This is an optimization exercise on Yosys and OpenROAD, whose aim is small area and a short achievable clock period, not a production implementation. RTL that was checked went through simulation tests only; none was proved equivalent to the original.

## the baseline
// mdio_engine
module mdio_engine (
    input  wire        clk,
    input  wire        rst,           
    input  wire        req_valid,
    input  wire        req_write,     
    input  wire [4:0]  req_phy,
    input  wire [4:0]  req_reg,
    input  wire [15:0] req_wdata,
    input  wire [31:0] tick_freq,     
    input  wire [31:0] now,           
    input  wire        mdio_i,
    output reg         mdc,
    output wire        mdio_o,
    output reg         mdio_oe,
    output reg         resp_valid,
    output wire [1:0]  resp_status,
    output wire [15:0] resp_rdata,
    output reg         rej_valid
);
Size in the first run: roughly 120 flip-flops, about 120 I/O pins, ~0.0092 mm2 of cells after synthesis.
==> flow/config.mk <==
export PLATFORM = sky130hd
export DESIGN_NAME = mdio_engine
export DESIGN_NICKNAME = mdio_engine
export VERILOG_FILES = /design/flow/design.v
export SDC_FILE = /design/flow/constraint.sdc
export NUM_CORES = 4
export LEC_CHECK = 0
export ABC_AREA = 1
export CAP_MARGIN = 20
export CORE_MARGIN = 2
export CORE_UTILIZATION = 40
export PLACE_DENSITY = 0.6
export SLEW_MARGIN = 20
==> flow/constraint.sdc <==
create_clock -name core_clock -period 20.0 [get_ports {clk}]
set_input_delay 4.0000 -clock core_clock [delete_from_list [all_inputs] [get_ports {clk}]]
set_output_delay 4.0000 -clock core_clock [all_outputs]
set_load 0.01 [all_outputs]
standard.sh (not shown) runs the stock make flow with config.mk's settings and CLKGATE_MAP_FILE= SYNTH_SCRIPT=/design/flow/synth_recipe.tcl, a recipe that flattens the netlist after the stock synthesis.
==> flow/flow/run.sh <==
#!/bin/bash
# Own layout flow: the standard flow (standard synthesis, floorplan, power
# grid, placement, CTS, routing, unchanged SDC) with two settings added:
#  - the port buffers that global placement inserts are buf_1 cells;
#  - the timing-repair passes aim for SETUP_SLACK_MARGIN ns of setup slack,
#    so that the resizer also works on paths that already meet 20 ns.
# make's full output goes to make_finish.log here; ORFS keeps each step's
# own log under orfs/logs/.
set -euo pipefail
W=$(pwd)
MARGIN=${OWN_SETUP_MARGIN:-12.5}
cp config.mk config_own.mk
cat >> config_own.mk <<EOC
export SETUP_SLACK_MARGIN = $MARGIN
export BUFFER_PORTS_ARGS = -buffer_cell sky130_fd_sc_hd__buf_1
EOC
python3 - "$W" <<'EOP'
import sys
w = sys.argv[1]
s = open(w + "/standard.sh").read()
a = w + "/config.mk"
assert a in s, "standard.sh does not name config.mk"
open(w + "/standard_own.sh", "w").write(s.replace(a, w + "/config_own.mk"))
EOP
if ! bash standard_own.sh finish > make_finish.log 2>&1; then
    tail -50 make_finish.log
    exit 1
fi
tail -5 make_finish.log
Changes in the candidate relative to the baseline:
--- a/flow/flow/run.sh
+++ b/flow/flow/run.sh
@@ -4,14 +4,17 @@
 #  - the port buffers that global placement inserts are buf_1 cells;
 #  - the timing-repair passes aim for SETUP_SLACK_MARGIN ns of setup slack,
-#    so that the resizer also works on paths that already meet 20 ns.
+#    so that the resizer also works on paths that already meet 20 ns;
+#  - clock tree synthesis builds the tree from clkbuf_4 / clkbuf_8 cells and
+#    adds no dummy loads.
 # make's full output goes to make_finish.log here; ORFS keeps each step's
 # own log under orfs/logs/.
 set -euo pipefail
 W=$(pwd)
-MARGIN=${OWN_SETUP_MARGIN:-12.5}
+MARGIN=${OWN_SETUP_MARGIN:-13}
 cp config.mk config_own.mk
 cat >> config_own.mk <<EOC
 export SETUP_SLACK_MARGIN = $MARGIN
 export BUFFER_PORTS_ARGS = -buffer_cell sky130_fd_sc_hd__buf_1
+export CTS_ARGS = -sink_clustering_enable -repair_clock_nets -buf_list "sky130_fd_sc_hd__clkbuf_4 sky130_fd_sc_hd__clkbuf_8" -dont_use_dummy_load
 EOC
 python3 - "$W" <<'EOP'
The baseline did not stop at any stage, and its layout met the timing, DRC and antenna checks.
The candidate: PASS, flow complete, no timing, DRC or antenna violations
The count of multi-input gates on the candidate is in line with that on the baseline.
Summary: with the baseline as the reference, global-route wire length before repair in the candidate moved up slightly.
Diff the baseline and the candidate: critical path depth higher in the candidate
On the candidate: worst slack on hold paths is 0.0049 ns higher than what the baseline gave.
The baseline -> the candidate: routed wire length increased by a few percent
The final area number comes out higher for the candidate vs the baseline.
Compared with the baseline, the candidate shows sequential share of layout area lower by 0.41 points.

The RTL this note starts from:
==> flow/design.v <==
module mdio_engine (
    input  wire        clk,
    input  wire        rst,           
    input  wire        req_valid,
    input  wire        req_write,     
    input  wire [4:0]  req_phy,
    input  wire [4:0]  req_reg,
    input  wire [15:0] req_wdata,
    input  wire [31:0] tick_freq,     
    input  wire [31:0] now,           
    input  wire        mdio_i,
    output reg         mdc,
    output wire        mdio_o,
    output reg         mdio_oe,
    output reg         resp_valid,
    output wire [1:0]  resp_status,
    output wire [15:0] resp_rdata,
    output reg         rej_valid
);
    localparam [16:0] D         = 17'd78125;
    localparam [15:0] RETRY_SEED = 16'hFFFF;    
    localparam [15:0] RETRY_LAST = 16'h7FFF;    
    reg         busy;
    reg         start;        
    reg  [5:0]  cnt;          
    reg         op_write;
    reg  [25:0] sh;           
    reg         smp;          
    reg  [31:0] t0;
    reg  [15:0] retry;        
    reg  [9:0]  q;
    reg         e;
    reg         timeout;
    assign resp_status = {1'b0, timeout};
    assign resp_rdata  = sh[15:0];
    wire        first = busy & start & ~mdc & (&cnt);
    wire [16:0] dv_r0 = busy ? t0[16:0]  : {1'b0, tick_freq[31:16]};
    wire [4:0]  dv_b  = busy ? t0[21:17] : tick_freq[15:11];
    reg  [16:0] dv_r;
    reg  [17:0] dv_t;
    reg  [4:0]  dv_q;
    integer i;
    always @(*) begin
        dv_r = dv_r0;
        for (i = 4; i >= 0; i = i - 1) begin
            dv_t = {dv_r, dv_b[i]};
            dv_q[i] = (dv_t >= {1'b0, D});
            if (dv_q[i]) dv_t = dv_t - {1'b0, D};
            dv_r = dv_t[16:0];
        end
    end
    wire [10:0] lo_d   = {1'b0, now[9:0]} - {1'b0, t0[9:0]};
    wire        b10    = lo_d[10];
    wire [21:0] a_hi   = now[31:10];
    wire [21:0] b_hi   = ~t0[31:10];
    wire        eq0    = (now[31:10] == t0[31:10]);
    wire [21:0] eq1_v  = (a_hi ^ b_hi) ~^ {a_hi[20:0] | b_hi[20:0], 1'b0};
    wire        eq1    = &eq1_v;
    wire        hi_zero = b10 ? eq1 : eq0;
    wire [10:0] lo_cmp = {1'b0, lo_d[9:0]} + {1'b0, ~q} + {10'd0, e};
    wire        half_done = ~hi_zero | lo_cmp[10];
    wire        last_cell = &cnt;
    wire [4:0]  k = cnt[4:0];
    reg         line_o;
    always @(*) begin
        if (!cnt[5])
            line_o = 1'b1;
        else case (k)
            5'd0:  line_o = 1'b0;
            5'd1:  line_o = 1'b1;
            5'd2:  line_o = ~op_write;
            5'd3:  line_o = op_write;
            5'd14: line_o = 1'b1;
            5'd15: line_o = 1'b0;
            default: line_o = sh[25];
        endcase
    end
    assign mdio_o = line_o;
    wire [5:0]  cnt_n  = cnt + 6'd1;
    wire        oe_n   = ~(~op_write & cnt_n[5] & (cnt_n[4:0] >= 5'd14));
    wire        sh_out = cnt[5] & (((k >= 5'd4) & (k <= 5'd13)) |
                                   (op_write & (k >= 5'd16) & (k != 5'd31)));
    wire        sh_in  = ~op_write & cnt[5] & (k >= 5'd16);
    always @(posedge clk) begin
        smp       <= mdio_i;
        rej_valid <= ~rst & req_valid & busy;
        if (rst) begin
            busy       <= 1'b0;
            mdc        <= 1'b0;
            mdio_oe    <= 1'b0;
            resp_valid <= 1'b0;
        end else begin
            resp_valid <= 1'b0;
            if (!busy) begin
                if (req_valid) begin
                    busy     <= 1'b1;
                    start    <= 1'b1;
                    op_write <= req_write;
                    sh       <= {req_phy, req_reg, req_wdata};
                    cnt      <= 6'h3F;
                    t0       <= {9'd0, |tick_freq[5:0], tick_freq[10:6], dv_r};
                    q[9:5]   <= dv_q;
                end
            end else if (start) begin
                start <= 1'b0;
                t0    <= now;
                if (!mdc) begin
                    cnt     <= cnt_n;
                    mdio_oe <= oe_n;
                    if (sh_out)
                        sh <= {sh[24:0], smp};
                end else if (sh_in) begin
                    sh <= {sh[24:0], smp};
                end
                if (first) begin
                    q[4:0] <= dv_q;
                    e      <= (dv_r == 17'd0) & ~t0[22] & ((|q[9:5]) | (|dv_q));
                end
            end else if (half_done) begin
                start <= 1'b1;
                mdc   <= ~mdc;
                if (mdc && last_cell) begin
                    busy       <= 1'b0;
                    mdio_oe    <= 1'b0;
                    resp_valid <= 1'b1;
                    timeout    <= 1'b0;
                end
            end else if (retry == RETRY_LAST) begin
                busy       <= 1'b0;
                mdc        <= 1'b0;
                mdio_oe    <= 1'b0;
                resp_valid <= 1'b1;
                timeout    <= 1'b1;
            end
        end
    end
    always @(posedge clk)
        retry <= start ? RETRY_SEED
                       : {retry[14:0], retry[15] ^ retry[13] ^ retry[12] ^ retry[10]};
endmodule
==> flow/config.mk <==
export PLATFORM = sky130hd
export DESIGN_NAME = mdio_engine
export DESIGN_NICKNAME = mdio_engine
export VERILOG_FILES = /design/flow/design.v
export SDC_FILE = /design/flow/constraint.sdc
export NUM_CORES = 4
export LEC_CHECK = 0
export CAP_MARGIN = 20
export CORE_MARGIN = 2
export CORE_UTILIZATION = 40
export PLACE_DENSITY = 0.6
export SLEW_MARGIN = 20
==> flow/constraint.sdc <==
create_clock -name core_clock -period 20.0 [get_ports {clk}]
set_input_delay 4.0000 -clock core_clock [delete_from_list [all_inputs] [get_ports {clk}]]
set_output_delay 4.0000 -clock core_clock [all_outputs]
set_load 0.01 [all_outputs]
run.sh (not shown) runs the stock make flow with config.mk's settings and CLKGATE_MAP_FILE= SYNTH_SCRIPT=/design/flow/synth_recipe.tcl, a recipe that flattens the netlist after the stock synthesis.
Stock flow here: none of the scripts above is used.
The starting point ran to the end with no violations.
Next try:
- ABC_AREA: default -> 1
Result:
- worst setup slack gets better by 4.1 ns
- routed wire length decreases by 8.9%
- final area barely changes
Function was not checked in any run of this note: the RTL went through the layout flow alone.

static timing again, ports no longer ideal:
Ports are ideal in the flow. The routed layouts listed here were re-timed in OpenROAD. Step 1, drivers: a clkbuf_16 drives clk and a buf_2 each remaining input, both assumed. Step 2 times the ports against the registers' clock, not the clock port: input delays grow and output delays shrink by t, the midpoint of the rising clock arrivals with the driver on. Three values: no drivers, after step 1, after step 2; two values: the first two.
run	t (ns)	setup WS [ns]	worst register clock-pin slew, ns
the baseline	0.452	12.763 / 12.782 / 12.331	0.06 / 0.06
the candidate	0.479	13.080 / 13.077 / 12.599	0.08 / 0.08
the first run of note 2	0.395	3.688 / 3.707 / 3.313	0.08 / 0.08
the second run of note 2	0.394	7.832 / 7.836 / 7.442	0.08 / 0.08
After both steps setup and hold are still met in every run listed. The setup slack of the candidate, which loses most, moves by -0.003 ns with the drivers and by -0.481 ns with both steps.
